Context: an optimization exercise on an open-source flow, tuned for small area. The choices shown serve that exercise and are no tape-out recipe.
Where RTL was checked, it was by simulation tests only, not by an equivalence proof against the original.
Only the layout flow was run in runs 1 to 4; the RTL was not checked for function there.
The clock cells of runs 3 to 7 come from the design's own scripts or RTL, not from TritonCTS.
The flow treats the clock pin as an ideal source. Dropping or thinning the clock tree relies on that and would not hold on a real chip.
Power figures rest on the tool's default switching activity, not on a simulated workload.

==> design/flow/design.v <==
module bitshift_option_deriver (
    input  wire [7:0] od_in,
    output wire [7:0] opt0,
    output wire [7:0] opt1,
    output wire [7:0] opt2,
    output wire [7:0] opt3
);
    assign opt0 = od_in | {od_in[6:0], 1'b0};
    assign opt1 = od_in & {od_in[6:0], 1'b0};
    assign opt2 = od_in | {1'b0, od_in[7:1]};
    assign opt3 = od_in & {1'b0, od_in[7:1]};
endmodule
module compression_encoder_fsm (
    input  wire       clk,
    input  wire       rst,
    input  wire       in_valid,
    output wire       in_ready,
    input  wire       in_end,
    input  wire [7:0] in_data,
    output wire       out_valid,
    input  wire       out_ready,
    output wire [7:0] out_data,
    output wire       enc_done,
    output wire       enc_collision
);
    localparam S_RUN  = 2'd0;   
    localparam S_LITS = 2'd1;   
    localparam S_SENT = 2'd2;   
    localparam S_DONE = 2'd3;
    localparam K_REP1 = 3'b000;
    localparam K_REP2 = 3'b001;
    localparam K_MODP = 3'b100;   
    localparam K_LIT  = 3'b010;
    reg  [1:0] state;
    reg  [2:0] k;               
    reg        mp;              
    reg        d1, d2;          
    reg  [7:0] h0, h1, h2;
    reg  [6:0] acc;             
    reg  [2:0] lm;              
    reg        coll;
    wire [7:0] b = in_end ? 8'h00 : in_data;
    wire [7:0] nb_lo = {h2[6:0], 1'b0};
    wire [7:0] nb_hi = {1'b0, h2[7:1]};
    wire [7:0] nb    = k[2] ? (k[1] ? nb_hi : nb_lo) : h2;
    wire [7:0] cx    = k[0] ? (h2 & nb) : (h2 | nb);
    wire [7:0] cand  = (k == K_REP2) ? h1 : cx;
    wire found = (k == K_LIT) || ((b == cand) && ((k == K_REP2) ? d1 : d2));
    reg [2:0] k_next;
    always @(*) begin
        case (k)
            K_REP1:  k_next = K_REP2;
            K_REP2:  k_next = K_MODP;
            3'b111:  k_next = K_LIT;
            default: k_next = {k[2], k[1:0] + 2'd1};
        endcase
    end
    wire [1:0] op       = k[2] ? 2'b01 : {~k[1], ~k[1] & ~k[0]};
    wire       is_lit   = (k == K_LIT);
    wire       fin_slot = mp || !k[2];          
    wire [1:0] s        = mp ? k[1:0] : op;
    wire n3        = acc[6];                
    wire acc_empty = (acc == 7'd1) && !mp;
    wire [7:0] ctrl = {acc[5:0], s};
    wire in_run  = (state == S_RUN);
    wire in_lits = (state == S_LITS);
    wire fin_end = in_end && acc_empty;     
    wire step    = in_run && in_valid && !fin_end && found;
    wire lm_any     = |lm;
    wire lits_shift = in_lits && lm_any && (!lm[0] || out_ready);
    wire lits_fin   = in_lits && !lm_any && (!is_lit || out_ready);
    assign out_valid = !rst && ((step && n3) || (in_lits && (lm[0] || (!lm_any && is_lit))) ||
                                state == S_SENT);
    assign out_data  = in_run ? ctrl : in_lits ? (lm[0] ? h0 : b) : 8'h01;
    assign enc_done  = (state == S_DONE);
    assign enc_collision = coll;
    wire pass_done = (step && !n3 && fin_slot) || (lits_fin && !mp);
    assign in_ready = !rst && ((in_run && (in_end ? acc_empty : (found && !n3 && fin_slot))) ||
                               (lits_fin && !mp && !in_end));
    always @(posedge clk) begin
        if (pass_done || lits_shift) begin
            h0 <= h1;
            h1 <= h2;
        end
        if (pass_done)
            h2 <= b;
    end
    always @(posedge clk) begin
        if (rst) begin
            state <= S_RUN;
            k     <= K_REP1;
            mp    <= 1'b0;
            d1    <= 1'b0;
            d2    <= 1'b0;
            acc   <= 7'd1;
            lm    <= 3'd0;
            coll  <= 1'b0;
        end else begin
            if (pass_done) begin
                d1 <= d2;
                d2 <= 1'b1;
                k  <= K_REP1;
            end else if (in_run && in_valid && !fin_end && !found)
                k  <= k_next;
            if (pass_done || lits_shift)
                lm <= {is_lit && in_run, lm[2:1]};
            if (step && (!n3 || out_ready)) begin
                acc <= n3 ? 7'd1 : {acc[4:0], s};
                mp  <= !fin_slot;
            end
            case (state)
                S_RUN: begin
                    if (in_valid && fin_end)
                        state <= S_SENT;
                    else if (step && n3 && out_ready) begin
                        state <= S_LITS;
                        if (ctrl == 8'h01) coll <= 1'b1;
                    end
                end
                S_LITS: begin
                    if (lits_fin) state <= S_RUN;
                end
                S_SENT: begin
                    if (out_ready) state <= S_DONE;
                end
                default: ;
            endcase
        end
    end
endmodule
module compression_decoder_fsm (
    input  wire       clk,
    input  wire       rst,
    input  wire       in_valid,
    output wire       in_ready,
    input  wire       in_eof,
    input  wire [7:0] in_data,
    output wire       out_valid,
    input  wire       out_ready,
    output wire [7:0] out_data,
    output wire       dec_done,
    output wire [2:0] dec_status
);
    localparam ST_NONE      = 3'd0;
    localparam ST_SENTINEL  = 3'd1;
    localparam ST_EOF_CTRL  = 3'd2;
    localparam ST_EOF_LIT   = 3'd3;
    localparam ST_EOF_SEL   = 3'd4;
    localparam ST_UNDEF_REF = 3'd5;
    localparam OP_LIT  = 2'b00;
    localparam OP_MODP = 2'b01;
    localparam OP_REP2 = 2'b10;
    localparam OP_REP1 = 2'b11;
    reg  [2:0] status;
    reg        mp;              
    reg        d0, d1;          
    reg  [7:0] p0, p1;
    reg  [8:0] slots;           
    wire       run   = (status == ST_NONE);
    wire       empty = (slots[7:0] == 8'd0);
    wire [1:0] cur   = slots[8:7];
    wire [7:0] nb_lo = {p1[6:0], 1'b0};
    wire [7:0] nb_hi = {1'b0, p1[7:1]};
    wire [7:0] nb    = mp ? (cur[1] ? nb_hi : nb_lo) : p1;
    wire [7:0] px    = cur[0] ? (p1 & nb) : (p1 | nb);
    wire       rep2  = !mp && cur == OP_REP2;
    wire       litop = !mp && cur == OP_LIT;
    wire [7:0] v     = rep2 ? p0 : litop ? in_data : px;
    reg prod;
    always @(*) begin
        if (mp) prod = d1;
        else begin
            case (cur)
                OP_REP1: prod = d1;
                OP_REP2: prod = d0;
                OP_LIT:  prod = in_valid && !in_eof;
                default: prod = 1'b0;
            endcase
        end
        if (empty) prod = 1'b0;
    end
    wire lit = !empty && !mp && cur == OP_LIT;
    assign out_valid  = !rst && run && prod;
    assign out_data   = v;
    assign in_ready   = !rst && run && (empty || (lit && (in_eof || out_ready)));
    assign dec_done   = !run;
    assign dec_status = status;
    wire take = in_valid && in_ready;
    wire put  = out_valid && out_ready;
    always @(posedge clk) begin
        if (put) begin
            p0 <= p1;
            p1 <= v;
        end
    end
    always @(posedge clk) begin
        if (rst) begin
            status <= ST_NONE;
            mp     <= 1'b0;
            d0     <= 1'b0;
            d1     <= 1'b0;
            slots  <= 9'h100;
        end else if (run) begin
            if (put) begin
                d0 <= d1;
                d1 <= 1'b1;
            end
            if (empty) begin
                if (take) begin
                    if (in_eof)                   status <= mp ? ST_EOF_SEL : ST_EOF_CTRL;
                    else if (in_data == 8'h01)    status <= ST_SENTINEL;
                    else                          slots  <= {in_data, 1'b1};
                end
            end else if (mp) begin
                if (!d1)      status <= ST_UNDEF_REF;
                else if (put) begin
                    slots <= {slots[6:0], 2'b00};
                    mp    <= 1'b0;
                end
            end else begin
                case (cur)
                    OP_LIT: begin
                        if (take && in_eof) status <= ST_EOF_LIT;
                        else if (put)       slots  <= {slots[6:0], 2'b00};
                    end
                    OP_MODP: begin
                        slots <= {slots[6:0], 2'b00};
                        mp    <= 1'b1;
                    end
                    OP_REP2: begin
                        if (!d0)      status <= ST_UNDEF_REF;
                        else if (put) slots  <= {slots[6:0], 2'b00};
                    end
                    default: begin
                        if (!d1)      status <= ST_UNDEF_REF;
                        else if (put) slots  <= {slots[6:0], 2'b00};
                    end
                endcase
            end
        end
    end
endmodule
module bitpack_codec (
    input  wire       clk,
    input  wire       rst,
    input  wire       enc_in_valid,
    output wire       enc_in_ready,
    input  wire       enc_in_end,
    input  wire [7:0] enc_in_data,
    output wire       enc_out_valid,
    input  wire       enc_out_ready,
    output wire [7:0] enc_out_data,
    output wire       enc_done,
    output wire       enc_collision,
    input  wire       dec_in_valid,
    output wire       dec_in_ready,
    input  wire       dec_in_eof,
    input  wire [7:0] dec_in_data,
    output wire       dec_out_valid,
    input  wire       dec_out_ready,
    output wire [7:0] dec_out_data,
    output wire       dec_done,
    output wire [2:0] dec_status
);
    compression_encoder_fsm u_enc (
        .clk(clk), .rst(rst),
        .in_valid(enc_in_valid), .in_ready(enc_in_ready),
        .in_end(enc_in_end), .in_data(enc_in_data),
        .out_valid(enc_out_valid), .out_ready(enc_out_ready),
        .out_data(enc_out_data),
        .enc_done(enc_done), .enc_collision(enc_collision)
    );
    compression_decoder_fsm u_dec (
        .clk(clk), .rst(rst),
        .in_valid(dec_in_valid), .in_ready(dec_in_ready),
        .in_eof(dec_in_eof), .in_data(dec_in_data),
        .out_valid(dec_out_valid), .out_ready(dec_out_ready),
        .out_data(dec_out_data),
        .dec_done(dec_done), .dec_status(dec_status)
    );
endmodule
==> design/flow/flow/run.sh <==
#!/bin/bash
# Own layout flow: the standard synthesis, then the combinational logic
# between the (unchanged) registers is re-synthesised by ABC for area
# (&deepsyn with several seeds, the smallest mapped netlist kept); the rest
# is the standard ORFS flow with buf_1 port buffers and a clock tree built
# without dummy loads. Each tool's output goes to a log in this folder.
set -euo pipefail
HERE=$(pwd)
LIB=$FLOW_HOME/platforms/sky130hd/lib/sky130_fd_sc_hd__tt_025C_1v80.lib
YOSYS=$FLOW_HOME/../tools/install/yosys/bin/yosys
R=$HERE/orfs/results/sky130hd/bitpack_codec/base

export BUFFER_PORTS_ARGS="-buffer_cell sky130_fd_sc_hd__buf_1"
export CTS_ARGS="-sink_clustering_enable -repair_clock_nets -dont_use_dummy_load -buf_list {sky130_fd_sc_hd__clkbuf_8}"

bash standard.sh synth > synth.log 2>&1

cp $R/1_2_yosys.v $HERE/std_synth.v
DU=""
for c in $(grep -o 'sky130_fd_sc_hd__\(lpflow\|probe\)[a-z0-9_]*' $FLOW_HOME/platforms/sky130hd/config.mk | sort -u); do
  DU="$DU -dont_use $c"
done
SEQ=$(grep -o '^ *sky130_fd_sc_hd__[a-z0-9_]*' std_synth.v | sort -u | grep -E '__(dfxtp|edfxtp|dfrtp|dfstp|dfbbp|dfxbp|dfrbp|dfsbp|sdf|sedf|dlx|dlr)' | tr '\n' ' ')
NSEQ=$(grep -cE '^ *sky130_fd_sc_hd__(dfxtp|edfxtp|dfrtp|dfstp|dfbbp|dfxbp|dfrbp|dfsbp|sdf|sedf|dlx|dlr)' std_synth.v)

remap() {  # remap TAG ABC_SCRIPT_LINES
  local t=$1; shift
  printf '%s\n' "$@" > abc_$t.script
  cat > remap_$t.ys <<EOS
read_liberty -ignore_miss_func $LIB
read_verilog $HERE/std_synth.v
hierarchy -top $FLOW_TOP
setattr -mod -set keep_hierarchy 1 $SEQ
flatten
opt_clean -purge
abc -liberty $LIB $DU -script $HERE/abc_$t.script
opt_clean -purge
hierarchy -top $FLOW_TOP
blackbox $SEQ
rename -hide w:_*_.*
opt_clean -purge
rename -enumerate
tee -o $HERE/area_$t.txt stat -liberty $LIB
write_verilog -noattr -nohex -nodec $HERE/remap_$t.v
EOS
  timeout 900 $YOSYS -s remap_$t.ys > remap_$t.log 2>&1 || true
}

remap base strash 'dch -f' 'map -a' mfs2 strash 'dch -f' 'map -a' topo &
for s in 0 1 2; do
  remap s$s strash '&get -n' "&deepsyn -J 50 -T 400 -S $s" '&put' 'dch -f' 'map -a' topo &
done
wait
for s in 3 4 5 6; do
  remap s$s strash '&get -n' "&deepsyn -J 50 -T 400 -S $s" '&put' 'dch -f' 'map -a' topo &
done
wait

# Keep the smallest netlist that has every register and some logic.
best=""; besta=""
for t in base s0 s1 s2 s3 s4 s5 s6; do
  [[ -f remap_$t.v && -f area_$t.txt ]] || continue
  a=$(grep -E 'Chip area for (top )?module' area_$t.txt | tail -1 | awk '{print $NF}')
  s=$(grep -E 'of which used for sequential' area_$t.txt | tail -1 | awk '{print $(NF-1)}')
  n=$(grep -cE '^ *sky130_fd_sc_hd__(dfxtp|edfxtp|dfrtp|dfstp|dfbbp|dfxbp|dfrbp|dfsbp|sdf|sedf|dlx|dlr)' remap_$t.v || true)
  echo "$t area=$a seq=$s flops=$n" >> choice.log
  [[ "$n" == "$NSEQ" ]] || continue
  awk -v a="$a" -v s="$s" 'BEGIN{exit !(a - s > 0.25 * s)}' || continue
  if [[ -z "$best" ]] || awk -v a="$a" -v b="$besta" 'BEGIN{exit !(a < b)}'; then best=$t; besta=$a; fi
done
echo "chosen: ${best:-standard}" >> choice.log
if [[ -n "$best" ]]; then cp remap_$best.v $R/1_2_yosys.v; fi

bash standard.sh finish > finish.log 2>&1
==> design/flow/standard.sh <==
#!/bin/bash
# synth_recipe.tcl (not shown) runs the flow's synth.tcl, then flattens the netlist and writes it again
# the make line also repeats each setting of config.mk as NAME=value (left out here)
make -C /OpenROAD-flow-scripts/flow DESIGN_CONFIG=/design/flow/config.mk WORK_HOME=/design/flow/orfs CLKGATE_MAP_FILE= SYNTH_SCRIPT=/design/flow/synth_recipe.tcl "${@:-finish}"
==> design/flow/config.mk <==
export PLATFORM = sky130hd
export DESIGN_NAME = bitpack_codec
export DESIGN_NICKNAME = bitpack_codec
export VERILOG_FILES = /design/flow/design.v
export SDC_FILE = /design/flow/constraint.sdc
export NUM_CORES = 4
export LEC_CHECK = 0
export CAP_MARGIN = 20
export CORE_MARGIN = 2
export CORE_UTILIZATION = 65
export SLEW_MARGIN = 20
==> design/flow/constraint.sdc <==
create_clock -name core_clock -period 6.0 [get_ports {clk}]
set_input_delay 1.2000 -clock core_clock [delete_from_list [all_inputs] [get_ports {clk}]]
set_output_delay 1.2000 -clock core_clock [all_outputs]
set_load 0.01 [all_outputs]
==> summary.txt, run 1 <==
routed wire length per instance=16.4 um; total chip power=~1.3 mW; Placer Congestion=0.946; max-slew violation count=0; P_sw=0.447 mW; status=no timing/DRC/antenna violations; initial antenna violation count=0; Pwr Density=333 mW/mm2; Worst-Skew Late Latency=0.35 ns; Die Span Y=77.2 um; CTS buffer count=9; Clk network pwr share=between 20% and 30%; # diodes=0; core area=0.00514 mm2; maxcap violations=0; slew margin rel.=between 20% and 30%; first-pass GRT wire length=13700 um; Tcrit/Tclk final=73.5%; combinational share of power=27.8%; CTS H-tree lvls=3; setup_tns=0 ns; M1 WL=3500 um; Ports=50; Startpoint Class=primary input; Worst Path Max Fanout=14; via count=about 3200; LEAKAGE=1.29 nW; Initial Utilization=roughly 68%; vias in the first global route=2844; Setup Skew=0.0173 ns; Synth warnings=2; Vias/cell=6.07; RSZ-0062 raised after global routing=no; Max Buffers Root-to-Sink=2; sw frac=34.7%; CP Cell Sequence=buf_1, nor2_1, xor2_1, a311oi_1, nand4_1, nand2_1, nand2_1, nor2_1, nand2_1, o41ai_1, buf_1; Seq pwr share=49.3%; commonest non-fill, non-tap cell in the layout=clkinv_1; post-DP HPWL=6290 um; highest routed layer=met4; Crit-path slowest cell=buf_1; post-cts sizing count=0; grt total ovfl=0; Pint=~0.84 mW; port bufs=49; nets=approximately 480; Worst Path Arrival=3.21 ns; slew of the pin with the lowest slew margin=1.12 ns; drt pass-1 iters=6; synthesized netlist cell count=399; Root Driver=clkbuf_8; Largest stage delay, worst path=0.49 ns; CTS tree=yes; final setup violation count=0; final core utilization=75.4%; GR Util All Layers=29.9%; Worst-path clk slew=0.06 ns; Critical Path RT=4.80 ns; Routed WL=8640 um; leading cell types in the layout, fill and taps excluded=68 x clkinv_1, 60 x nor2_1, 49 x buf_1, 41 x nand2_1, 40 x edfxtp_1; Post-Syn Area=0.00348 mm2; met2 WL post-DR=4270 um; Fin. Hold Viols=0; worst-case vdd ir drop=0.000211 V; area grow syn2layout=11.4%; pin count of the biggest net entering global routing=21; Sink Count=74; Syn Nets=423; HP Class=reg -> reg; CP Class=in -> out; hold buffers post-CTS=0; Die Wd=77.2 um; DRC errors left=0; min cycle time layout=about 4.4 ns; layout cells sized above 1=under 10%; Worst setup EP type=output pin; num rows=26; Antenna Nets Post-Route=0; Post-CTS Setup Bufs=0; DR iter-0 viols=218; highest clock rate=between 200 and 250 MHz; WL met3=660 um; cell mode on critical path=nand2_1; average cell area after synthesis=roughly 8.7 um2; Die ar.=0.00595 mm2
==> area by class of cell <==
class | instances | area (um2)
sequential | 74 | 1880
multi-input combinational | 257 | 1340
fill | 419 | 1260
inverter | 68 | 255
timing repair buffer | 49 | 184
clock buffer | 9 | 124
tap | 70 | 87.6
==> final timing paths <==
| kind | to | start | cells past startpoint | slack, ns |
|---|---|---|---|---|
| hold reg to reg | u_enc.d1 | u_enc.d1 | 2 | 0.46 |
| hold / removal | u_enc.d1 | u_enc.d1 | 2 | 0.46 |
| setup / recovery | enc_out_valid | enc_in_end | 11 | 1.59 |
| setup reg to reg | u_enc.lm[2] | u_enc.k[0] | 16 | 1.98 |
==> metrics by stage <==
stage                     std cells  cell area (um2)  setup slack, ns  hold slack (ns)
after floorplan                 399             3480             2.35            0.415
after global placement          518             3750             1.71            0.431
after detailed placement        518             3750             1.64            0.436
after CTS                       527             3870             1.61            0.458
after global routing            527             3870             1.21            0.473
final                           527             3870             1.59            0.456
==> registers in the layout (all words and copies together), names as in the netlist, 2 cells and up, named ones only <==
signal and cells:
u_dec.status 3, u_enc.acc 7, u_enc.k 2, u_enc.h1 8, u_enc.h2 8, u_enc.h0 8, u_enc.lm 3, u_enc.state 2
u_dec.p0 8, u_dec.p1 8, u_dec.slots 9
==> power groups by stage <==
stage	Sequential, mW	Combinational (mW)	Clock, mW
2_1_floorplan	0.637	0.246	0
3_3_place_gp	0.644	0.340	0
3_5_place_dp	0.645	0.349	0
4_1_cts	0.635	0.352	0.296
5_1_grt	0.642	0.400	0.310
6_report	0.636	0.359	0.295
==> worst max-delay path: cells and delay by family <==
kind | cells | cell delay, ns
AOI/OAI and AO/OA | 2 | 0.27
xor gates and xnor gates | 1 | 0.21
buffers and inverters | 2 | 0.67
and+or+nand+nor | 6 | 0.85
==> layer usage <==
metal | vias to the layer above | global-route usage [%]
met1 | 1466 | 37.1
met5 | - | 0
met2 | 155 | 50.6
li1 | 1553 | -
met3 | 23 | 7.41
met4 | 0 | 11.1
==> inputs of run 2 (changes only) <==
--- a/design/flow/config.mk
+++ b/design/flow/config.mk
@@ -8,4 +8,4 @@
 export CAP_MARGIN = 20
 export CORE_MARGIN = 2
-export CORE_UTILIZATION = 65
+export CORE_UTILIZATION = 40
 export SLEW_MARGIN = 20
==> run 2 against run 1 <==
- critical endpoint unchanged
- still clean
- largest power group unchanged
- sequential share of layout area decreased by 0.74 points
- clock power is essentially flat
- largest cell class unchanged
- sequential cell count unchanged
- routed wire length increased by 0.27%
- die area grew 59%
- worst hold slack worse by 0.016 ns
==> summary.txt, run 2 <==
vias in the first global route=3021; WHS=0.441 ns; setup_tns=0 ns; Max Buffers Root-to-Sink=2; grt total ovfl=0; layout cells sized above 1=3.06%; CP Class=reg -> out; initial antenna violation count=0; Setup Skew=0.0144 ns; HP Class=reg -> reg; sw frac=between 30% and 40%; Crit-path slowest cell=nor2_1; port bufs=49; Worst R2R End=u_enc.lm[2]; Hold EP=u_enc.d1; Critical Path RT=about 4.8 ns; CP Cell Sequence=clkinv_1, nor2_1, clkinv_1, o21ai_0, nand2_1, o21ai_0, nand3_1, nor4_1, nand4_1, nand2_1, nand2_1, nor2_1, nand2_1, o41ai_1, buf_1; fillers=867; Largest register FFs=9; combinational share of power=27.7%; Worst setup EP type=output pin; synthesized netlist cell count=399; Tcrit/Tclk final=76.1%; Startpoint Class=register; Die Wd=97.3 um; CTS H-tree lvls=3; Largest Register=u_dec.slots; Multi-input gate area=0.00135 mm2; Clk network pwr share=22.8%; drt pass-1 iters=4; P_sw=0.438 mW; Worst-Skew Late Latency=0.34 ns; Setup WS post-layout=1.43 ns; Largest stage delay, worst path=around 0.47 ns; max-slew violation count=0; maxcap violations=0; Seq pwr share=49.6%; launch point of the worst hold path=u_enc.d1; pin count of the biggest net entering global routing=21; pre-CTS setup slack=1.53 ns; CTS buffer count=9; Die Span Y=97.3 um; Fin. Hold Viols=0; R2R Setup Slk=1.78 ns; Post-CTS Setup Bufs=0; Pwr Density=approximately 330 mW/mm2; DRC errors left=0; Ports=50; Placed Instance Area=~0.0038 mm2; Synth warnings=2; worst r2r src=u_enc.k[0]; hold depth=2; status=no timing/DRC/antenna violations; Vias/cell=5.47; area grow syn2layout=13.1%; GR Util All Layers=19.0%; Worst Path Max Fanout=9; Syn Nets=423; worst-case vdd ir drop=0.000125 V; Initial Utilization=40.5%; Root Driver=clkbuf_8; Worst-path clk slew=approximately 0.06 ns; slew of the pin with the lowest slew margin=~0.80 ns; via count=3096; hold buffers post-CTS=0; Reg area=between 0.0015 and 0.002 mm2; nets=a little under 500; CTS tree=yes; Worst Reg-to-Reg Cells=16; Worst Path Arrival=3.37 ns; cell mode on critical path=nand2_1; Post-Syn Area=0.00348 mm2; post-cts sizing count=0; Pint=0.843 mW; # diodes=0; routed wire length per instance=15.3 um; first-pass GRT wire length=14500 um; num rows=34; core area=0.00859 mm2; LEAKAGE=1.29 nW; design area=0.00394 mm2; leading cell types in the layout, fill and taps excluded=68 x clkinv_1, 60 x nor2_1, 49 x buf_1, 41 x nand2_1, 40 x edfxtp_1; final setup violation count=0; RSZ-0062 raised after global routing=no; post-DP HPWL=6560 um; DR iter-0 viols=roughly 140; min cycle time layout=4.57 ns; commonest non-fill, non-tap cell in the layout=clkinv_1; slew margin rel.=a little under half; Antenna Nets Post-Route=0; Placer Congestion=around 0.90; Sink Count=74; Routed WL=8660 um; Die ar.=0.00946 mm2; highest clock rate=219 MHz; average cell area after synthesis=8.72 um2
run 2: cell types whose count changed in the layout (fill, tap and decap cells not counted):
cell    change
nor3_2      +1
nor3_1      -1
buf_4       +1
run 2: how the worst max path moves through the flow:
stage / endpoint / from / depth (start not counted) / slack, ns
after floorplan: enc_in_ready / enc_in_data[0] / 11 / 2.35
after global placement: enc_out_valid / enc_in_end / 11 / 1.67
after detailed placement: u_enc.lm[2] / enc_in_end / 13 / 1.53
after CTS: enc_out_valid / u_enc.k[0] / 15 / 1.48
after global routing: enc_out_valid / u_enc.k[0] / 14 / 1.05
final: enc_out_valid / u_enc.k[0] / 15 / 1.43
run 2: final cells by class:
cell class              instances  area share, %
flip-flops and latches         74           47.8
multi-input cells             257           34.2
inverters                      68           6.49
repair buffers                 50           4.86
well taps                     108           3.43
clock buffers                   9           3.15
run 2: metal layers:
layer	GRT usage (%)	up-vias	share of wire (%)
met3	5.18	13	5.1
met1	22.9	1452	43
met5	0	-	0
met2	33.4	80	50
met4	5.56	0	1.6
li1	-	1551	-
run 2: worst max-delay path, delay by kind of cell, from the launching register on:
family,cells,cell delay (ns)
AOI/OAI and AO/OA,3,0.29
buffers and inverters,3,0.72
DFF,1,0.43
and+or+nand+nor,9,1.60
run 2: per-stage QoR:
stage	instances	utilization [%]	power [mW]
after floorplan	399	-	0.883
after global placement	557	44.3	0.995
after detailed placement	557	44.3	0.999
after CTS	566	45.7	1.29
after global routing	566	45.8	1.36
final	566	45.8	1.28
run 2: power by group through the flow:
stage                     registers (mW)  logic [mW]  clock network (mW)
final                              0.635       0.355               0.292
after global routing               0.642       0.400               0.317
after CTS                          0.635       0.355               0.299
after detailed placement           0.646       0.353                   0
after global placement             0.645       0.351                   0
after floorplan                    0.637       0.246                   0
==> inputs of run 3 (changes only) <==
--- a/design/flow/flow/run.sh
+++ b/design/flow/flow/run.sh
@@ -3,6 +3,7 @@
 # between the (unchanged) registers is re-synthesised by ABC for area
 # (&deepsyn with several seeds, the smallest mapped netlist kept); the rest
-# is the standard ORFS flow with buf_1 port buffers and a clock tree built
-# without dummy loads. Each tool's output goes to a log in this folder.
+# is the standard ORFS flow with buf_1 port buffers, except the clock tree:
+# mcts.tcl has the clock port drive a few clock buffers, each feeding the
+# flip-flops of one region. Each tool's output goes to a log in this folder.
 set -euo pipefail
 HERE=$(pwd)
@@ -12,5 +13,4 @@
 
 export BUFFER_PORTS_ARGS="-buffer_cell sky130_fd_sc_hd__buf_1"
-export CTS_ARGS="-sink_clustering_enable -repair_clock_nets -dont_use_dummy_load -buf_list {sky130_fd_sc_hd__clkbuf_8}"
 
 bash standard.sh synth > synth.log 2>&1
@@ -72,3 +72,7 @@
 if [[ -n "$best" ]]; then cp remap_$best.v $R/1_2_yosys.v; fi
 
+bash standard.sh place > place.log 2>&1
+MCTS_PLATFORM_DIR=$FLOW_HOME/platforms/sky130hd MCTS_IN_ODB=$R/3_place.odb MCTS_IN_SDC=$R/3_place.sdc \
+MCTS_OUT_ODB=$R/4_1_cts.odb MCTS_OUT_SDC=$R/4_cts.sdc MCTS_NBUF=4 MCTS_NX=2 MCTS_BUF=sky130_fd_sc_hd__clkbuf_16 \
+  $FLOW_HOME/../tools/install/OpenROAD/bin/openroad -exit $HERE/flow/mcts.tcl > mcts.log 2>&1
 bash standard.sh finish > finish.log 2>&1
==> design/flow/flow/mcts.tcl (new file) <==
# Clock tree: the clock port drives MCTS_NBUF clock buffers, each driving
# the flip-flops of one region of the placement (MCTS_NX columns, each split
# into rows by y), the buffer placed at the centre of its flip-flops.
set P $::env(MCTS_PLATFORM_DIR)
read_liberty $P/lib/sky130_fd_sc_hd__tt_025C_1v80.lib
read_db $::env(MCTS_IN_ODB)
read_sdc $::env(MCTS_IN_SDC)
source $P/setRC.tcl
set nbuf $::env(MCTS_NBUF)
set bufm $::env(MCTS_BUF)
set block [ord::get_db_block]
set db [ord::get_db]
set clk [$block findNet clk]
set sinks {}
foreach it [$clk getITerms] {
  lappend sinks $it
}
# sort sinks by x of their instance
set keyed {}
foreach it $sinks {
  set inst [$it getInst]
  set loc [$inst getLocation]
  lappend keyed [list [lindex $loc 0] [lindex $loc 1] $it]
}
# split into nbuf groups: by x into nx columns, each column by y into ny rows
set nx $::env(MCTS_NX)
set ny [expr {$nbuf / $nx}]
set keyed [lsort -integer -index 0 $keyed]
set n [llength $keyed]
set groups {}
for {set c 0} {$c < $nx} {incr c} {
  set col [lrange $keyed [expr {$c * $n / $nx}] [expr {($c + 1) * $n / $nx - 1}]]
  set col [lsort -integer -index 1 $col]
  set m [llength $col]
  for {set r 0} {$r < $ny} {incr r} {
    lappend groups [lrange $col [expr {$r * $m / $ny}] [expr {($r + 1) * $m / $ny - 1}]]
  }
}
set master [$db findMaster $bufm]
set b 0
foreach group $groups {
  set net [odb::dbNet_create $block "clknet_$b"]
  $net setSigType CLOCK
  set inst [odb::dbInst_create $block $master "clkbuf_$b"]
  set sx 0; set sy 0
  foreach g $group {
    set it [lindex $g 2]
    $it disconnect
    $it connect $net
    set sx [expr {$sx + [lindex $g 0]}]
    set sy [expr {$sy + [lindex $g 1]}]
  }
  set cnt [llength $group]
  $inst setLocation [expr {$sx / $cnt}] [expr {$sy / $cnt}]
  $inst setPlacementStatus PLACED
  [$inst findITerm A] connect $clk
  [$inst findITerm X] connect $net
  incr b
}
$clk setSigType CLOCK
detailed_placement
check_placement -verbose
set_propagated_clock [all_clocks]
estimate_parasitics -placement
report_clock_skew
set worst 0
foreach pin [get_pins -hierarchical */CLK] { set s [get_property $pin slew_max]; if {$s > $worst} {set worst $s} }
puts "WORST_CLK_SLEW $worst"
report_worst_slack -max
report_worst_slack -min
write_db $::env(MCTS_OUT_ODB)
write_sdc -no_timestamp $::env(MCTS_OUT_SDC)
--- a/design/flow/config.mk
+++ b/design/flow/config.mk
@@ -8,4 +8,4 @@
 export CAP_MARGIN = 20
 export CORE_MARGIN = 2
-export CORE_UTILIZATION = 40
+export CORE_UTILIZATION = 65
 export SLEW_MARGIN = 20
==> run 3 against run 2 <==
- clock skew down 0.0060 ns
- largest cell class unchanged
- cell count shrank 7.8%
- clock power down 17%
- worst hold slack improved by 0.020 ns
- sequential share of layout area grew 1.0 points
- via count grew 2.3%
- global-route usage up 8.2 points
==> summary.txt, run 3 <==
# diodes=0; vias in the first global route=2799; Ports=50; Post-Syn Area=0.00348 mm2; area grow syn2layout=10.7%; met2 usage=49.7%; GR Util All Layers=a little over a quarter; Fin. Hold Viols=0; synthesized netlist cell count=399; Worst Reg-to-Reg Cells=16; Placer Congestion=0.946; Die Span Y=~77 um; Routed WL=8280 um; CP Class=in -> out; worst-case vdd ir drop=approximately 0.00022 V; slew of the pin with the lowest slew margin=1.08 ns; leading cell types in the layout, fill and taps excluded=68 x clkinv_1, 60 x nor2_1, 49 x buf_1, 41 x nand2_1, 40 x edfxtp_1; DR iter-0 viols=167; Worst Path Arrival=3.20 ns; DRC errors left=0; Worst-path clk slew=0.07 ns; hold depth=0; Hold EP=u_enc.h0[2]; highest clock rate=227 MHz; maxcap violations=0; R2R Setup Slk=1.89 ns; commonest non-fill, non-tap cell in the layout=clkinv_1; status=no timing/DRC/antenna violations; grt total ovfl=0; Die ar.=0.00595 mm2; Worst-Skew Late Latency=between 0.1 and 0.15 ns; total chip power=1.23 mW; pin count of the biggest net entering global routing=21; drt pass-1 iters=5; final setup violation count=0; GR Layer Usage met3=1.65%; Tcrit/Tclk final=73.4%; Pwr Density=319 mW/mm2; min cycle time layout=4.40 ns; LEAKAGE=1.27 nW; Largest register FFs=9; Startpoint Class=primary input; Worst setup EP type=output pin; Worst R2R End=u_enc.lm[2]; Synth warnings=2; worst r2r src=u_enc.k[0]; layout cells sized above 1=1.55%; Worst Path Max Fanout=14; Die Wd=a little under 80 um; first-pass GRT wire length=13300 um; port bufs=49; initial antenna violation count=0; RSZ-0062 raised after global routing=no; via count=3168; average cell area after synthesis=between 8 and 9 um2; launch point of the worst hold path=u_enc.h1[2]; Critical Path RT=4.80 ns; Antenna Nets Post-Route=0; final core utilization=74.9%; Setup Skew=0.00839 ns; routed wire length per instance=15.9 um; Syn Nets=423; post-DP HPWL=6290 um; design area=0.00385 mm2; max-slew violation count=0; Placed Instance Area=around 0.0038 mm2; Global Route met1 Usage=a little over a third; num rows=26; slew margin rel.=27.3%; Vias/cell=6.07; setup_tns=0 ns; HP Class=reg -> reg; Initial Utilization=between 60% and 70%; busiest grt layer=met2; Largest Register=u_dec.slots; nets=478; core area=between 0.005 and 0.006 mm2
-- run 3: cell types whose count changed in the layout (fill, tap and decap cells not counted), sizes merged --
cell / before / now
buf: 50 / 49
clkbuf: 9 / 4
-- run 3: worst max-delay path: stages --
cell,delay [ns]
buf_1,0.49
nor2_1,0.20
xor2_1,0.20
a311oi_1,0.20
nand4_1,0.19
nand2_1,0.15
nand2_1,0.07
nor2_1,0.14
nand2_1,0.09
o41ai_1,0.07
buf_1,0.19
-- run 3: cell type report --
type | instances | area (um2)
timing repair buffer | 49 | 184
buffer | 4 | 100
tap | 70 | 87.6
sequential | 74 | 1880
fill | 415 | 1290
inverter | 68 | 255
multi-input combinational | 257 | 1340
-- run 3: routing by layer --
layer | wire length [um] | vias to the layer above | share of wire (%)
met5 | 0 | - | 0
met1 | 3340 | 1452 | 40
met3 | 595 | 21 | 7.2
met2 | 4140 | 152 | 50
met4 | 199 | 0 | 2.4
li1 | - | 1543 | -
-- run 3: where the power goes --
group          switching [mW]  leakage, nW  internal [mW]  total (mW)
Clock                   0.120       0.0493          0.121       0.241
Combinational           0.242        0.585          0.112       0.354
Sequential             0.0388        0.638          0.596       0.635
Total                   0.401         1.27          0.829        1.23
-- run 3: worst max-delay path by stage --
stage	start	endpoint	slack, ns	depth (start not counted)
2_1_floorplan	enc_in_data[0]	enc_in_ready	2.35	11
3_3_place_gp	enc_in_end	enc_out_valid	1.71	11
5_1_grt	enc_in_end	enc_out_valid	1.35	12
3_5_place_dp	enc_in_end	u_enc.lm[2]	1.64	12
6_report	enc_in_end	enc_out_valid	1.60	11
-- run 3: stage by stage --
step / setup slack (ns) / hold WS (ns) / std cells
2_1_floorplan: 2.35 / 0.415 / 399
3_3_place_gp: 1.71 / 0.431 / 518
3_5_place_dp: 1.64 / 0.436 / 518
5_1_grt: 1.35 / 0.475 / 522
6_report: 1.60 / 0.461 / 522
==> inputs of run 4 (changes only) <==
--- a/design/flow/flow/run.sh
+++ b/design/flow/flow/run.sh
@@ -74,5 +74,5 @@
 bash standard.sh place > place.log 2>&1
 MCTS_PLATFORM_DIR=$FLOW_HOME/platforms/sky130hd MCTS_IN_ODB=$R/3_place.odb MCTS_IN_SDC=$R/3_place.sdc \
-MCTS_OUT_ODB=$R/4_1_cts.odb MCTS_OUT_SDC=$R/4_cts.sdc MCTS_NBUF=4 MCTS_NX=2 MCTS_BUF=sky130_fd_sc_hd__clkbuf_16 \
+MCTS_OUT_ODB=$R/4_1_cts.odb MCTS_OUT_SDC=$R/4_cts.sdc MCTS_NBUF=4 MCTS_NX=2 MCTS_BUF=sky130_fd_sc_hd__clkbuf_8 \
   $FLOW_HOME/../tools/install/OpenROAD/bin/openroad -exit $HERE/flow/mcts.tcl > mcts.log 2>&1
 bash standard.sh finish > finish.log 2>&1
==> run 4 against run 3 <==
- routed wire length decreased by 0.31%
- synthesized cell count unchanged
- combinational power about the same
- critical path type unchanged
- core utilization down 0.88 points
- register-to-register slack gained 0.04 ns
- sequential cell count is the same
- die area stayed put
==> summary.txt, run 4 <==
status=no timing/DRC/antenna violations; worst r2r src=u_enc.k[0]; Die Wd=approximately 77 um; layout cells sized above 1=roughly 1.5%; highest clock rate=228 MHz; synthesized netlist cell count=399; routed wire length per instance=around 16 um; vias in the first global route=2757; Worst-Skew Late Latency=0.17 ns; post-DP HPWL=6290 um; via count=between 3000 and 4000; # diodes=0; nets=478; Die Span Y=77.2 um; Placer Congestion=0.946; launch point of the worst hold path=u_enc.d1; worst-case vdd ir drop=0.000198 V; average cell area after synthesis=approximately 8.7 um2; max-slew violation count=0; core area=0.00514 mm2; slew of the pin with the lowest slew margin=approximately 1.1 ns; Placed Cells=518; slew margin rel.=29.2%; Largest Register=u_dec.slots; Pwr Density=307 mW/mm2; pin count of the biggest net entering global routing=21; setup_tns=0 ns; min cycle time layout=4.39 ns; Critical Path RT=around 4.8 ns; initial antenna violation count=0; commonest non-fill, non-tap cell in the layout=clkinv_1; Worst Path Max Fanout=14; final core utilization=74.1%; design area=0.00381 mm2; final setup violation count=0; Worst Path Arrival=3.19 ns; number of standard cells in the final layout excluding fillers=roughly 520; drt pass-1 iters=5; grt total ovfl=0; Startpoint Class=primary input; leading cell types in the layout, fill and taps excluded=68 x clkinv_1, 60 x nor2_1, 49 x buf_1, 41 x nand2_1, 40 x edfxtp_1; port bufs=49; DRC errors left=0; Setup Skew=0.0107 ns; maxcap violations=0; CP Class=in -> out; area grow syn2layout=9.39%; Worst-path clk slew=approximately 0.11 ns; RSZ-0062 raised after global routing=no; LEAKAGE=approximately 1.3 nW; Ports=50; Vias/cell=about 6; Worst setup EP type=output pin; Antenna Nets Post-Route=0; Synth warnings=2; Post-Syn Area=0.00348 mm2; Crit. Startpoint=enc_in_end; GR Util All Layers=about 27%; Routed WL=around 8300 um; Tcrit/Tclk final=between 70 and 80%; Initial Utilization=around two thirds; Fin. Hold Viols=0; Die ar.=0.00595 mm2; Syn Nets=roughly 420; Placed Instance Area=around 0.0038 mm2; Largest register FFs=9; DR iter-0 viols=152; HP Class=reg -> reg; num rows=26; first-pass GRT wire length=between 10000 and 15000 um
[run 4: critical path, cell delays in order]
cell      delay (ns)
buf_1           0.48
nor2_1          0.19
xor2_1          0.20
a311oi_1        0.21
nand4_1         0.20
nand2_1         0.15
nand2_1         0.07
nor2_1          0.14
nand2_1         0.09
o41ai_1         0.06
buf_1           0.18
[run 4: worst paths after layout]
check / depth (start not counted) / endpoint / slack [ns]
worst max-delay path: 11 / enc_out_valid / 1.61
worst min register to register: 2 / u_enc.d1 / 0.47
worst min-delay path: 2 / u_enc.d1 / 0.47
worst max register to register: 16 / u_enc.lm[2] / 1.93
[run 4: final cells by class]
cell class / count / area, um2
Sequential cell: 74 / 1880
Multi-Input combinational cell: 257 / 1340
Tap cell: 70 / 87.6
Buffer: 4 / 55.1
Fill cell: 426 / 1330
Inverter: 68 / 255
Timing Repair Buffer: 49 / 184
[run 4: report_power, final]
part           total [mW]  switching [mW]  internal, mW
Sequential          0.634          0.0384         0.596
Combinational       0.354           0.242         0.112
Clock               0.180           0.118        0.0622
[run 4: per-stage QoR]
step / setup slack [ns] / power [mW] / hold WS, ns
detailed placement: 1.64 / 0.994 / 0.436
finish: 1.61 / 1.17 / 0.467
global route: 1.35 / 1.24 / 0.484
global placement: 1.71 / 0.984 / 0.431
floorplan: 2.35 / 0.883 / 0.415
[run 4: metal layers]
layer	up-vias	share of wire, %	GRT usage [%]
li1	1541	-	-
met1	1432	41	36.3
met2	137	50	49.0
met3	19	6.7	2.12
met4	0	2.1	4.64
met5	-	0	0
==> inputs of run 5 (changes only) <==
--- a/design/flow/design.v
+++ b/design/flow/design.v
@@ -24,20 +24,22 @@
     output wire       enc_collision
 );
-    localparam S_RUN  = 2'd0;   
-    localparam S_LITS = 2'd1;   
-    localparam S_SENT = 2'd2;   
-    localparam S_DONE = 2'd3;
+    localparam A_EMPTY = 7'b0000001;   
+    localparam A_FRESH = 7'b0100001;   
+    localparam A_LITS  = 7'b0000010;   
+    localparam A_SENT  = 7'b0000000;   
+    localparam A_DONE  = 7'b0000011;
     localparam K_REP1 = 3'b000;
     localparam K_REP2 = 3'b001;
     localparam K_MODP = 3'b100;   
     localparam K_LIT  = 3'b010;
-    reg  [1:0] state;
     reg  [2:0] k;               
     reg        mp;              
-    reg        d1, d2;          
     reg  [7:0] h0, h1, h2;
     reg  [6:0] acc;             
     reg  [2:0] lm;              
     reg        coll;
+    wire first     = !acc[6] && acc[5];     
+    wire d2        = !first || acc[2];      
+    wire d1        = !first;                
     wire [7:0] b = in_end ? 8'h00 : in_data;
     wire [7:0] nb_lo = {h2[6:0], 1'b0};
@@ -61,8 +63,11 @@
     wire [1:0] s        = mp ? k[1:0] : op;
     wire n3        = acc[6];                
-    wire acc_empty = (acc == 7'd1) && !mp;
+    wire acc_empty = !acc[6] && (acc[4:0] == 5'b00001) && !mp;
     wire [7:0] ctrl = {acc[5:0], s};
-    wire in_run  = (state == S_RUN);
-    wire in_lits = (state == S_LITS);
+    wire phase   = (acc[6:2] == 5'd0);      
+    wire in_lits = phase && (acc[1:0] == 2'b10);
+    wire in_sent = phase && (acc[1:0] == 2'b00);
+    wire in_done = phase && (acc[1:0] == 2'b11);
+    wire in_run  = !phase || (acc[1:0] == 2'b01);
     wire fin_end = in_end && acc_empty;     
     wire step    = in_run && in_valid && !fin_end && found;
@@ -71,7 +76,7 @@
     wire lits_fin   = in_lits && !lm_any && (!is_lit || out_ready);
     assign out_valid = !rst && ((step && n3) || (in_lits && (lm[0] || (!lm_any && is_lit))) ||
-                                state == S_SENT);
-    assign out_data  = in_run ? ctrl : in_lits ? (lm[0] ? h0 : b) : 8'h01;
-    assign enc_done  = (state == S_DONE);
+                                in_sent);
+    assign out_data  = in_lits ? (lm[0] ? h0 : b) : in_sent ? 8'h01 : ctrl;
+    assign enc_done  = in_done;
     assign enc_collision = coll;
     wire pass_done = (step && !n3 && fin_slot) || (lits_fin && !mp);
@@ -88,42 +93,32 @@
     always @(posedge clk) begin
         if (rst) begin
-            state <= S_RUN;
             k     <= K_REP1;
             mp    <= 1'b0;
-            d1    <= 1'b0;
-            d2    <= 1'b0;
-            acc   <= 7'd1;
+            acc   <= A_FRESH;
             lm    <= 3'd0;
             coll  <= 1'b0;
         end else begin
-            if (pass_done) begin
-                d1 <= d2;
-                d2 <= 1'b1;
-                k  <= K_REP1;
-            end else if (in_run && in_valid && !fin_end && !found)
+            if (pass_done)
+                k  <= K_REP1; else if (in_run && in_valid && !fin_end && !found)
                 k  <= k_next;
             if (pass_done || lits_shift)
                 lm <= {is_lit && in_run, lm[2:1]};
-            if (step && (!n3 || out_ready)) begin
-                acc <= n3 ? 7'd1 : {acc[4:0], s};
-                mp  <= !fin_slot;
+            if (step && (!n3 || out_ready))
+                mp <= !fin_slot;
+            if (in_run) begin
+                if (in_valid && fin_end)
+                    acc <= A_SENT;
+                else if (step && n3) begin
+                    if (out_ready) begin
+                        acc <= A_LITS;
+                        if (ctrl == 8'h01) coll <= 1'b1;
+                    end
+                end else if (step)
+                    acc <= {acc[4], acc[3] || !d2, acc[2:0], s};
+            end else if (in_lits) begin
+                if (lits_fin) acc <= A_EMPTY;
+            end else if (in_sent) begin
+                if (out_ready) acc <= A_DONE;
             end
-            case (state)
-                S_RUN: begin
-                    if (in_valid && fin_end)
-                        state <= S_SENT;
-                    else if (step && n3 && out_ready) begin
-                        state <= S_LITS;
-                        if (ctrl == 8'h01) coll <= 1'b1;
-                    end
-                end
-                S_LITS: begin
-                    if (lits_fin) state <= S_RUN;
-                end
-                S_SENT: begin
-                    if (out_ready) state <= S_DONE;
-                end
-                default: ;
-            endcase
         end
     end
@@ -152,10 +147,9 @@
     localparam OP_REP2 = 2'b10;
     localparam OP_REP1 = 2'b11;
-    reg  [2:0] status;
     reg        mp;              
     reg        d0, d1;          
     reg  [7:0] p0, p1;
     reg  [8:0] slots;           
-    wire       run   = (status == ST_NONE);
+    wire       run   = !(slots[1] && !slots[0]);
     wire       empty = (slots[7:0] == 8'd0);
     wire [1:0] cur   = slots[8:7];
@@ -185,5 +179,5 @@
     assign in_ready   = !rst && run && (empty || (lit && (in_eof || out_ready)));
     assign dec_done   = !run;
-    assign dec_status = status;
+    assign dec_status = slots[4:2];
     wire take = in_valid && in_ready;
     wire put  = out_valid && out_ready;
@@ -196,5 +190,4 @@
     always @(posedge clk) begin
         if (rst) begin
-            status <= ST_NONE;
             mp     <= 1'b0;
             d0     <= 1'b0;
@@ -208,10 +201,10 @@
             if (empty) begin
                 if (take) begin
-                    if (in_eof)                   status <= mp ? ST_EOF_SEL : ST_EOF_CTRL;
-                    else if (in_data == 8'h01)    status <= ST_SENTINEL;
+                    if (in_eof)                   slots <= {4'b0000, mp ? ST_EOF_SEL : ST_EOF_CTRL, 2'b10};
+                    else if (in_data == 8'h01)    slots <= {4'b0000, ST_SENTINEL, 2'b10};
                     else                          slots  <= {in_data, 1'b1};
                 end
             end else if (mp) begin
-                if (!d1)      status <= ST_UNDEF_REF;
+                if (!d1)      slots <= {4'b0000, ST_UNDEF_REF, 2'b10};
                 else if (put) begin
                     slots <= {slots[6:0], 2'b00};
@@ -221,5 +214,5 @@
                 case (cur)
                     OP_LIT: begin
-                        if (take && in_eof) status <= ST_EOF_LIT;
+                        if (take && in_eof) slots <= {4'b0000, ST_EOF_LIT, 2'b10};
                         else if (put)       slots  <= {slots[6:0], 2'b00};
                     end
@@ -229,9 +222,9 @@
                     end
                     OP_REP2: begin
-                        if (!d0)      status <= ST_UNDEF_REF;
+                        if (!d0)      slots <= {4'b0000, ST_UNDEF_REF, 2'b10};
                         else if (put) slots  <= {slots[6:0], 2'b00};
                     end
                     default: begin
-                        if (!d1)      status <= ST_UNDEF_REF;
+                        if (!d1)      slots <= {4'b0000, ST_UNDEF_REF, 2'b10};
                         else if (put) slots  <= {slots[6:0], 2'b00};
                     end
==> run 5 against run 4 <==
- global-route usage rose by 4.3 points
- synthesized area is 4.7% lower
- setup slack got worse by 0.22 ns
- clock power decreased by 2%
- register-to-register slack better by 0.10 ns
- critical path type unchanged
- largest power group unchanged
==> summary.txt, run 5 <==
status=no timing/DRC/antenna violations; Syn Nets=408; DRC errors left=0; Synth warnings=2; Setup WS post-layout=1.40 ns; P_sw=approximately 0.38 mW; Global Route met1 Usage=50.0%; Worst-path clk slew=0.11 ns; Setup Skew=0.0204 ns; Post-Syn Area=0.00332 mm2; first-pass GRT wire length=13800 um; commonest non-fill, non-tap cell in the layout=clkinv_1; min cycle time layout=4.60 ns; pre-CTS setup slack=about 1.5 ns; via count=3184; Placed Cells=501; Clk network pwr share=about 16%; Vias/cell=6.30; worst-case vdd ir drop=about 0.00035 V; slew of the pin with the lowest slew margin=0.684 ns; Die Wd=about 75 um; GR Util All Layers=between 30% and 40%; routed wire length per instance=17.2 um; Ports=50; Seq pwr share=51.8%; port bufs=49; Worst R2R End=u_enc.lm[2]; # diodes=0; setup_tns=0 ns; average cell area after synthesis=8.64 um2; Die ar.=0.00569 mm2; pin count of the biggest net entering global routing=19; Critical Path RT=approximately 4.8 ns; num rows=25; DR iter-0 viols=363; drt pass-1 iters=5; sw frac=a little over a third; Worst Path Arrival=between 3 and 4 ns; Worst-Skew Late Latency=between 0.15 and 0.2 ns; leading cell types in the layout, fill and taps excluded=69 x clkinv_1, 57 x nand2_1, 49 x buf_1, 40 x edfxtp_1, 37 x nor2_1; maxcap violations=0; combinational share of power=between 30% and 40%; Worst setup EP type=output pin; layout cells sized above 1=2.05%; Placer Congestion=0.943; final setup violation count=0; synthesized netlist cell count=384; GR Layer Usage met3=a little under 4%; met2 usage=47.7%; Worst Reg-to-Reg Cells=14; post-DP HPWL=6590 um; total chip power=1.07 mW; CP Class=in -> out; core area=0.00482 mm2; HP Class=reg -> reg; highest clock rate=217 MHz; Crit. Startpoint=enc_in_end; Initial Utilization=68.9%; RSZ-0062 raised after global routing=no; busiest grt layer=met1; area grow syn2layout=9.96%; Largest register FFs=9; Tcrit/Tclk final=76.7%; Startpoint Class=primary input; Pint=0.697 mW; slew margin rel.=54.3%; fillers=between 300 and 400; nets=464; LEAKAGE=1.20 nW; Antenna Nets Post-Route=0; worst r2r src=u_enc.k[0]; Die Span Y=75.4 um; number of standard cells in the final layout excluding fillers=505; Setup crit end=enc_in_ready; R2R Setup Slk=2.03 ns; Pwr Density=about 290 mW/mm2; Routed WL=8710 um; grt total ovfl=0; initial antenna violation count=0; max-slew violation count=0; Fin. Hold Viols=0; Worst Path Max Fanout=9; vias in the first global route=2819; Largest Register=u_dec.slots
## run 5: cell types whose count changed in the layout (fill, tap and decap cells not counted), sizes merged, moves of 4 or more
cell    before  now
o21ai       23   31
nor3        14    8
nand3        8   14
o221ai       3    7
a21oi       30   19
a31oi        0    5
dfxtp       34   27
a22oi       17    4
nor2        60   37
a221oi       4    8
nand2       41   57
## run 5: critical path, stage by stage
cell,delay (ns)
buf_1,0.09
clkinv_1,0.21
nand2_1,0.15
clkinv_1,0.12
a21oi_1,0.18
nand3_1,0.08
o41ai_1,0.61
and3_2,0.30
o21ai_0,0.09
a21oi_1,0.20
buf_1,0.17
## run 5: metal layers
metal	routed length, um	up-vias	share of wire, %
met5	0	-	0
met4	81	0	0.93
met3	978	13	11
met2	3760	200	43
met1	3890	1449	45
li1	-	1522	-
## run 5: power by group through the flow
stage | sequential [mW] | combinational, mW | clock [mW]
after floorplan | 0.562 | 0.228 | 0
after global placement | 0.565 | 0.324 | 0
after detailed placement | 0.566 | 0.328 | 0
after global routing | 0.560 | 0.375 | 0.187
final | 0.556 | 0.341 | 0.176
## run 5: how the worst min path moves through the flow
stage / startpoint / to / depth (start not counted)
detailed placement: u_enc.h1[0] / u_enc.h0[0] / 0
global route: u_enc.h1[3] / u_enc.h0[3] / 0
global placement: u_enc.h1[0] / u_enc.h0[0] / 0
floorplan: u_enc.h1[1] / u_enc.h0[1] / 0
finish: u_enc.h1[3] / u_enc.h0[3] / 0
## run 5: area by class of cell
type                    instances  area, um2  area share (%)
flip-flops and latches         67       1740            47.8
plain buffers                   4       55.1            1.51
repair buffers                 50        191            5.25
multi-input cells             248       1320            36.1
inverters                      69        259            7.10
well taps                      67       83.8            2.30
## run 5: metrics by stage
step | hold slack (ns) | instance area [um2] | utilization [%]
finish | 0.465 | 3650 | 75.7
global route | 0.472 | 3650 | 75.7
detailed placement | 0.443 | 3590 | 74.6
global placement | 0.440 | 3590 | 74.6
floorplan | 0.426 | 3320 | -
==> inputs of run 6 (changes only) <==
--- a/design/flow/flow/run.sh
+++ b/design/flow/flow/run.sh
@@ -74,5 +74,5 @@
 bash standard.sh place > place.log 2>&1
 MCTS_PLATFORM_DIR=$FLOW_HOME/platforms/sky130hd MCTS_IN_ODB=$R/3_place.odb MCTS_IN_SDC=$R/3_place.sdc \
-MCTS_OUT_ODB=$R/4_1_cts.odb MCTS_OUT_SDC=$R/4_cts.sdc MCTS_NBUF=4 MCTS_NX=2 MCTS_BUF=sky130_fd_sc_hd__clkbuf_8 \
+MCTS_OUT_ODB=$R/4_1_cts.odb MCTS_OUT_SDC=$R/4_cts.sdc MCTS_NBUF=4 MCTS_NX=2 MCTS_BUF=sky130_fd_sc_hd__clkbuf_16 \
   $FLOW_HOME/../tools/install/OpenROAD/bin/openroad -exit $HERE/flow/mcts.tcl > mcts.log 2>&1
 bash standard.sh finish > finish.log 2>&1
==> run 6 against run 5 <==
- largest cell class unchanged
- sequential share of layout area fell by 0.58 points
- worst hold slack got worse by 0.0081 ns
- synthesized area did not move
- first-iteration DRC count rose by 14%
==> summary.txt, run 6 <==
Initial Utilization=just under 70%; slew margin rel.=between 50 and 60%; core area=0.00482 mm2; GR Util All Layers=32.1%; CP Cell Sequence=clkinv_1, nor2_1, nor2_1, a221oi_1, o21ai_0, a21oi_1, o2111ai_1, o41ai_1, and3_2, o21ai_0, a21oi_1, buf_1; routed wire length per instance=17.5 um; HP Class=reg -> reg; Critical Path RT=4.80 ns; vias in the first global route=2860; post-DP HPWL=between 6000 and 7000 um; Placed Instance Area=between 0.003 and 0.004 mm2; Die Wd=~75 um; min cycle time layout=4.61 ns; Worst-Skew Late Latency=0.14 ns; Antenna Nets Post-Route=0; Largest stage delay, worst path=approximately 0.57 ns; LEAKAGE=roughly 1.2 nW; Worst Path Max Fanout=8; combinational share of power=30.1%; RSZ-0062 raised after global routing=no; Clk network pwr share=a little over a fifth; commonest non-fill, non-tap cell in the layout=clkinv_1; CP Class=reg -> out; final setup violation count=0; # diodes=0; Fin. Hold Viols=0; Reg area=0.00174 mm2; synthesized netlist cell count=384; Multi-input gate area=0.00132 mm2; grt total ovfl=0; Placer Congestion=0.943; DRC errors left=0; highest clock rate=217 MHz; pin count of the biggest net entering global routing=19; average cell area after synthesis=8.64 um2; via count=3191; status=no timing/DRC/antenna violations; area grow syn2layout=11.3%; Ports=50; Tcrit/Tclk final=76.8%; Routed WL=8860 um; Vias/cell=6.32; DR iter-0 viols=approximately 420; worst-case vdd ir drop=0.000341 V; Post-Syn Area=~0.0033 mm2; Worst setup EP type=output pin; Die Span Y=75.4 um; Syn Nets=408; slew of the pin with the lowest slew margin=0.692 ns; maxcap violations=0; Die ar.=0.00569 mm2; Bufs and invs on worst path=2; Startpoint Class=register; first-pass GRT wire length=14000 um; port bufs=49; design area=about 0.0037 mm2; sw frac=33.3%; Largest register FFs=9; Setup Skew=0.0101 ns; Pint=roughly 0.76 mW; setup_tns=0 ns; num rows=25; CP delay by family, top=compound AO/OA/AOI/OAI gates; P_sw=0.377 mW; nets=464; leading cell types in the layout, fill and taps excluded=69 x clkinv_1, 57 x nand2_1, 49 x buf_1, 40 x edfxtp_1, 37 x nor2_1; Seq pwr share=49.1%; final core utilization=76.6%; layout cells sized above 1=slightly above 2%; fillers=375; Synth warnings=2; max-slew violation count=0; Worst Path Arrival=3.41 ns; Worst-path clk slew=~0.08 ns; drt pass-1 iters=5; Pwr Density=approximately 310 mW/mm2; initial antenna violation count=0; Crit-path slowest cell=o41ai_1; Largest Register=u_dec.slots
==> run 6: cell count changes in the layout (fill, tap and decap cells not counted) <==
cell,before,now
clkbuf_8,4,0
clkbuf_16,0,4
==> run 6: layout make-up <==
cell class                      count  share of cell area [%]
Sequential cell                    67                    47.2
Inverter                           69                    7.01
Buffer                              4                    2.71
Timing Repair Buffer               50                    5.18
Tap cell                           67                    2.27
Multi-Input combinational cell    248                    35.6
==> run 6: metal layers <==
| metal | global-route usage (%) | vias up | routed length, um |
|---|---|---|---|
| li1 | - | 1521 | - |
| met1 | 51.0 | 1452 | 3900 |
| met2 | 49.8 | 202 | 3880 |
| met3 | 2.25 | 16 | 941 |
| met4 | 4.68 | 0 | 135 |
| met5 | 0 | - | 0 |
==> run 6: power groups by stage <==
stage	Sequential (mW)	Clock, mW	Combinational, mW
3_5_place_dp	0.566	0	0.328
3_3_place_gp	0.565	0	0.324
2_1_floorplan	0.562	0	0.228
5_1_grt	0.561	0.246	0.377
6_report	0.556	0.235	0.341
==> run 6: path summary, 6_finish.rpt <==
kind	slack, ns	from	depth (start not counted)	end
worst min register to register	0.46	u_enc.h1[3]	0	u_enc.h0[3]
worst max register to register	1.97	u_enc.k[0]	14	u_enc.lm[2]
worst max-delay path	1.39	u_enc.k[0]	12	enc_in_ready
worst min-delay path	0.46	u_enc.h1[3]	0	u_enc.h0[3]
==> run 6: metrics by stage <==
step	total power, mW	std cells	hold slack [ns]	worst slack [ns]
2_1_floorplan	0.790	384	0.426	2.12
3_3_place_gp	0.889	501	0.440	1.61
3_5_place_dp	0.893	501	0.443	1.49
5_1_grt	1.18	505	0.469	1.09
6_report	1.13	505	0.457	1.39
==> run 6: worst register-to-register path: stages, from the launching register on <==
cell       delay, ns
dfxtp_1         0.44
clkinv_1        0.27
nor2_1          0.36
nor2_1          0.07
a221oi_1        0.40
o21ai_0         0.14
a21oi_1         0.15
o2111ai_1       0.12
o41ai_1         0.57
nand4_1         0.16
clkinv_1        0.14
nand2_1         0.11
nand2_1         0.54
nand2_1         0.20
o32ai_1         0.26
==> inputs of run 7 (changes only) <==
--- a/design/flow/flow/run.sh
+++ b/design/flow/flow/run.sh
@@ -2,5 +2,6 @@
 # Own layout flow: the standard synthesis, then the combinational logic
 # between the (unchanged) registers is re-synthesised by ABC for area
-# (&deepsyn with several seeds, the smallest mapped netlist kept); the rest
+# (&deepsyn with several seeds, mapped by map -a and by &nf, the smallest
+# netlist that keeps every register kept); the rest
 # is the standard ORFS flow with buf_1 port buffers, except the clock tree:
 # mcts.tcl has the clock port drive a few clock buffers, each feeding the
@@ -47,11 +48,18 @@
 }
 
-remap base strash 'dch -f' 'map -a' mfs2 strash 'dch -f' 'map -a' topo &
-for s in 0 1 2; do
-  remap s$s strash '&get -n' "&deepsyn -J 50 -T 400 -S $s" '&put' 'dch -f' 'map -a' topo &
-done
-wait
-for s in 3 4 5 6; do
-  remap s$s strash '&get -n' "&deepsyn -J 50 -T 400 -S $s" '&put' 'dch -f' 'map -a' topo &
+remap base strash 'dch -f' 'map -a' topo &
+jobs=1
+TAGS="base"
+for s in 0 1 2 3 4 5 6 7; do
+  for m in m n; do
+    if [[ $m == m ]]; then
+      remap s$s$m strash '&get -n' "&deepsyn -J 50 -T 400 -S $s" '&put' 'dch -f' 'map -a' topo &
+    else
+      remap s$s$m strash '&get -n' "&deepsyn -J 50 -T 400 -S $s" '&dch -f' '&nf -R 1000 -p -F 10 -A 10 -a' '&put' topo &
+    fi
+    TAGS="$TAGS s$s$m"
+    jobs=$((jobs + 1))
+    if (( jobs % ${NUM_CORES:-4} == 0 )); then wait; fi
+  done
 done
 wait
@@ -59,5 +67,5 @@
 # Keep the smallest netlist that has every register and some logic.
 best=""; besta=""
-for t in base s0 s1 s2 s3 s4 s5 s6; do
+for t in $TAGS; do
   [[ -f remap_$t.v && -f area_$t.txt ]] || continue
   a=$(grep -E 'Chip area for (top )?module' area_$t.txt | tail -1 | awk '{print $NF}')
@@ -74,5 +82,5 @@
 bash standard.sh place > place.log 2>&1
 MCTS_PLATFORM_DIR=$FLOW_HOME/platforms/sky130hd MCTS_IN_ODB=$R/3_place.odb MCTS_IN_SDC=$R/3_place.sdc \
-MCTS_OUT_ODB=$R/4_1_cts.odb MCTS_OUT_SDC=$R/4_cts.sdc MCTS_NBUF=4 MCTS_NX=2 MCTS_BUF=sky130_fd_sc_hd__clkbuf_16 \
+MCTS_OUT_ODB=$R/4_1_cts.odb MCTS_OUT_SDC=$R/4_cts.sdc MCTS_NBUF=4 MCTS_NX=2 MCTS_BUF=sky130_fd_sc_hd__clkbuf_8 \
   $FLOW_HOME/../tools/install/OpenROAD/bin/openroad -exit $HERE/flow/mcts.tcl > mcts.log 2>&1
 bash standard.sh finish > finish.log 2>&1
==> run 7 against run 6 <==
- die area fell by 1.0%
- design area down 2.0%
- cell count decreased by 8.7%
- critical path type unchanged
- highest routed layer unchanged
- critical endpoint unchanged
- worst hold slack better by 0.012 ns
- largest cell class unchanged
- register-to-register slack got worse by 0.23 ns
- fmax decreased by 6.0%
==> summary.txt, run 7 <==
vias in the first global route=2549; grt total ovfl=0; Placed Cells=457; Clk network pwr share=16.2%; combinational share of power=31.5%; sw frac=34.7%; Vias/cell=6.66; synthesized netlist cell count=339; Worst Path Arrival=~3.7 ns; first-pass GRT wire length=12600 um; Tcrit/Tclk final=81.7%; Critical Path RT=roughly 4.8 ns; Pint=between 0.7 and 0.8 mW; Antenna Nets Post-Route=0; highest clock rate=approximately 200 MHz; # diodes=0; total chip power=1.08 mW; Die Span Y=approximately 75 um; Die Wd=75.0 um; CP Class=reg -> out; Worst Path Max Fanout=10; average cell area after synthesis=between 9 and 10 um2; Crit-path slowest cell=nor3_1; Synth warnings=2; via count=3068; max-slew violation count=0; Placer Congestion=0.950; core area=0.00479 mm2; Routed WL=8250 um; number of standard cells in the final layout excluding fillers=461; worst-case vdd ir drop=about 0.00034 V; Pwr Density=between 200 and 300 mW/mm2; port bufs=49; commonest non-fill, non-tap cell in the layout=nor2_1; LEAKAGE=1.24 nW; num rows=25; Initial Utilization=68.5%; R2R Setup Slk=about 1.7 ns; CP Cell Sequence=clkinv_1, nor3_1, a221oi_1, xor2_1, o211ai_1, nor4b_1, nor2_1, nor4_1, nor2_1, nor2_1, nor2_1, nor2_1, buf_1; DR iter-0 viols=393; P_sw=0.374 mW; Largest Register=u_dec.slots; final core utilization=between 70% and 80%; Seq pwr share=a little over half; DRC errors left=0; pin count of the biggest net entering global routing=21; setup_tns=0 ns; maxcap violations=0; min cycle time layout=4.90 ns; RSZ-0062 raised after global routing=no; post-DP HPWL=roughly 6100 um; HP Class=reg -> reg; status=no timing/DRC/antenna violations; Worst setup EP type=output pin; Die ar.=0.00563 mm2; slew margin rel.=30.7%; leading cell types in the layout, fill and taps excluded=50 x nor2_1, 49 x buf_1, 40 x edfxtp_1, 33 x nand2_1, 27 x dfxtp_1; initial antenna violation count=0; Post-Syn Area=approximately 0.0033 mm2; Fin. Hold Viols=0; Syn Nets=363; nets=420; WHS=about 0.47 ns; Startpoint Class=register; routed wire length per instance=~18 um; GR Util All Layers=28.9%; Ports=50; drt pass-1 iters=5; Largest register FFs=9; Largest stage delay, worst path=0.88 ns; final setup violation count=0; Setup Skew=0.0165 ns; slew of the pin with the lowest slew margin=1.03 ns; Worst-Skew Late Latency=0.17 ns; area grow syn2layout=10.3%; Worst-path clk slew=around 0.11 ns; cell mode on critical path=nor2_1; layout cells sized above 1=1.52%
## run 7: worst paths after layout
path | startpoint | to | cells after the start
min reg2reg | u_dec.slots[5] | u_dec.slots[5] | 2
max reg2reg | u_enc.k[0] | u_enc.lm[2] | 12
min | u_dec.slots[5] | u_dec.slots[5] | 2
max | u_enc.k[0] | enc_in_ready | 13
## run 7: power groups by stage
stage	clock network (mW)	registers [mW]	logic [mW]
after global placement	0	0.571	0.323
after floorplan	0	0.565	0.231
final	0.174	0.564	0.340
after global routing	0.187	0.567	0.378
after detailed placement	0	0.572	0.331
## run 7: cell type report
type,instances,area (um2)
sequential,67,1740
multi-input combinational,256,1480
fill,372,1170
timing repair buffer,51,199
tap,67,83.8
inverter,16,60.1
buffer,4,55.1
## run 7: metal layers
layer,track usage (%),vias up,wire [um]
met5,0,-,0
met4,5.36,0,146
met3,2.81,16,756
met2,42.3,177,3590
met1,47.2,1470,3760
li1,-,1405,-
## run 7: worst max-delay path: cells and delay by family (launching register included)
kind,cells,cell delay (ns)
buffers and inverters,2,0.40
AO/OA/AOI/OAI,2,0.37
AND/OR/NAND/NOR,8,2.03
flip-flops,1,0.53
XOR/XNOR,1,0.19
## run 7: stage by stage
step | cell area (um2) | setup WS, ns
after floorplan | 3280 | 2.06
after global placement | 3560 | 1.55
after detailed placement | 3560 | 1.39
after global routing | 3620 | 0.697
final | 3620 | 1.10

## afterwards: timing with drivers on the ports
Ports are ideal in the flow. The routed layouts listed here were re-timed in OpenROAD.
Step 1 sets driving cells, clkbuf_16 on the clock port and buf_2 on the other inputs (assumed; they add their load-dependent delay and slew).
Step 2 also shifts input and output timing later by t, the mid clock arrival at the registers, as if the neighbouring blocks saw the same clock.
Slacks: ideal / step 1 / step 2; pairs: ideal / step 1.
run	t (ns)	setup slack, ns	pins driven straight from the clock port
run 1	0.368	1.589 / 1.565 / 1.565	1
run 2	0.368	1.435 / 1.403 / 1.512	1
run 3	0.215	1.597 / 1.573 / 1.573	4
run 4	0.224	1.613 / 1.590 / 1.590	4
run 5	0.221	1.397 / 1.335 / 1.373	4
run 6	0.214	1.392 / 1.317 / 1.376	4
run 7	0.214	1.098 / 1.041 / 1.255	4
After both steps setup and hold are still met in every run listed.
